From an optimization exercise on the open Yosys and OpenROAD flow, aimed at small area, a short achievable clock period and few clock cycles; shortcuts taken in it are not production practice. Only simulation tests tie the RTL to the original design; equivalence was not proved. No activity file was given, so power comes from the tool's default toggle rates.

red:
## sprite_render
module sprite_render (
    input  wire        clk,
    input  wire        rst,
    input  wire        start,
    output wire        busy,
    output reg         done,
    input  wire [2:0]  cfg_grid_w_m1,    
    input  wire [2:0]  cfg_grid_h_m1,    
    input  wire [2:0]  cfg_fb_tx_m1,     
    input  wire [2:0]  cfg_fb_ty_m1,     
    input  wire        cfg_gated,        
    input  wire [10:0] cfg_spr_off,      
    input  wire [10:0] cfg_anim_off,     
    output reg         tbl_re,
    output reg         tbl_we,
    output reg  [10:0] tbl_addr,
    output reg  [7:0]  tbl_wdata,
    input  wire [7:0]  tbl_rdata,
    output reg         def_re,
    output reg  [13:0] def_addr,
    input  wire [7:0]  def_rdata,
    output reg         fb_we,
    output reg  [11:0] fb_addr,
    output reg  [7:0]  fb_wdata
);
Size in the first run: roughly 770 cells after synthesis, roughly 160 flip-flops, about 110 I/O pins, roughly 8100 um^2 of cells after synthesis.
==> flow/config.mk <==
export PLATFORM = sky130hd
export DESIGN_NAME = sprite_render
export DESIGN_NICKNAME = sprite_render
export VERILOG_FILES = /design/flow/design.v
export SDC_FILE = /design/flow/constraint.sdc
export NUM_CORES = 4
export LEC_CHECK = 0
export CAP_MARGIN = 20
export CORE_MARGIN = 2
export CORE_UTILIZATION = 60
export CTS_BUF_LIST = sky130_fd_sc_hd__clkbuf_4 sky130_fd_sc_hd__clkbuf_8
export SETUP_SLACK_MARGIN = 4.25
export SLEW_MARGIN = 20
==> flow/constraint.sdc <==
create_clock -name core_clock -period 6.5 [get_ports {clk}]
set_input_delay 1.3000 -clock core_clock [delete_from_list [all_inputs] [get_ports {clk}]]
set_output_delay 1.3000 -clock core_clock [all_outputs]
set_load 0.01 [all_outputs]
standard.sh (not shown) runs the stock make flow with config.mk's settings and CLKGATE_MAP_FILE= SYNTH_SCRIPT=/design/flow/synth_recipe.tcl, a recipe that flattens the netlist after the stock synthesis.
==> flow/flow/run.sh <==
#!/bin/bash
# Standard layout, with plain buffers (buf_1) on the ports instead of the
# resizer's default choice. Every tool's output goes to flow.log here, and
# ORFS keeps each step's log under orfs/logs/.
set -euo pipefail
export BUFFER_PORTS_ARGS="-buffer_cell sky130_fd_sc_hd__buf_1"
bash standard.sh > flow.log 2>&1
Testbench counts of red, summed over its fixed seeds: cycles 95,757.
## Diff of input files: purple against red
-- flow/design.v --
<<< red, line 60
    wire        t_adv = (tstate == T_WE) && !t_last && !rec_valid;    
    reg         a_step;      
    reg         a_ci;        
    wire [10:0] a_inc  = tbl_addr + {10'd0, a_step};
    wire [10:0] ea_p2  = {ea[10:1] + 10'd1, ea[0]};                   
>>> purple, line 60
    wire        t_adv = (tstate == T_WE) && !t_last && !rec_valid;    
    reg         a_step;      
    wire [10:0] a_inc  = tbl_addr + {10'd0, a_step};
    wire [10:0] ea_p2  = {ea[10:1] + 10'd1, ea[0]};                   
<<< red, line 75
        endcase
    end
    wire [10:0] a_d   = tbl_addr + {1'b0, r_a} + {10'd0, a_ci};
    wire        fc_ge = (tbl_rdata >= tbl_wdata);
    reg        pe_fin;       
>>> purple, line 74
        endcase
    end
    wire [10:0] a_d   = tbl_addr + {1'b0, r_a} + {10'd0, r_gated && tstate == T_CD};
    wire        fc_ge = (tbl_rdata >= tbl_wdata);
    reg        pe_fin;       
<<< red, line 110
            tstate    <= T_IDLE;
            a_step    <= 1'b0;
            a_ci      <= 1'b0;
            tbl_re    <= 1'b0;
            tbl_we    <= 1'b0;
>>> purple, line 109
            tstate    <= T_IDLE;
            a_step    <= 1'b0;
            tbl_re    <= 1'b0;
            tbl_we    <= 1'b0;
<<< red, line 132
            tbl_we <= 1'b0;
            a_step <= 1'b0;
            a_ci   <= 1'b0;
            case (tstate)
                T_IDLE:  if (accept) tstate <= T_START;
                T_START: begin tbl_re <= 1'b1; a_step <= 1'b1; tstate <= T_RA; end
                T_RA:    begin tbl_re <= 1'b1; tstate <= T_RS; end
                T_RS:    begin a_ci <= r_gated; tstate <= T_CD; end
                T_CD:    begin tbl_re <= 1'b1; a_step <= 1'b1; tstate <= r_gated ? T_RK : T_RN; end
                T_RN:    begin tbl_re <= 1'b1; a_step <= 1'b1; tstate <= T_RK; end
>>> purple, line 130
            tbl_we <= 1'b0;
            a_step <= 1'b0;
            case (tstate)
                T_IDLE:  if (accept) tstate <= T_START;
                T_START: begin tbl_re <= 1'b1; a_step <= 1'b1; tstate <= T_RA; end
                T_RA:    begin tbl_re <= 1'b1; tstate <= T_RS; end
                T_RS:    tstate <= T_CD;
                T_CD:    begin tbl_re <= 1'b1; a_step <= 1'b1; tstate <= r_gated ? T_RK : T_RN; end
                T_RN:    begin tbl_re <= 1'b1; a_step <= 1'b1; tstate <= T_RK; end
Findings:
Summary of purple over red: worst ir drop on vdd rose about 9%; maximum clock rate rose by about 0.9%; share of total power in the clock network moved up; final worst-path cycle share shrank by 0.34 points; sequential share of layout area lost 0.72 points. Summary of the comparison: design area is higher in purple, relative to red. Compare red and purple | internal reg-to-reg setup slack lower: purple. Cells: purple has more instances than red. Looking at inverter count, purple sits 1 lower than red does. The lower multi-input combinational gate total of red and purple is in red. Post-layout total power (purple over red): decrease, 4.4%. red → purple: number of standard cells after synthesis now sits higher; multi-input combinational cell area went up 0.37%.
Testbench counts of purple, summed over its fixed seeds: cycles 95,757.

[re-timing with driven ports]
Ports are ideal in the flow. The routed layouts listed here were re-timed in OpenROAD. Step 1, drivers: a clkbuf_16 drives clk and a buf_2 each remaining input, both assumed. Step 2 also shifts input and output timing later by t, the mid clock arrival at the registers, as if the neighbouring blocks saw the same clock. a / b / c = no drivers / after step 1 / after step 2; a / b = the first two.
run | t, ns | setup WS [ns] | worst hold slack (ns)
red | 0.499 | 4.180 / 4.165 / 3.666 | 0.331 / 0.331 / 0.331
purple | 0.489 | 4.202 / 4.178 / 3.760 | 0.332 / 0.332 / 0.332
After both steps every run listed still meets setup and hold. For red, which loses most, drivers alone change the setup slack by -0.015 ns; drivers and shift together by -0.514 ns.
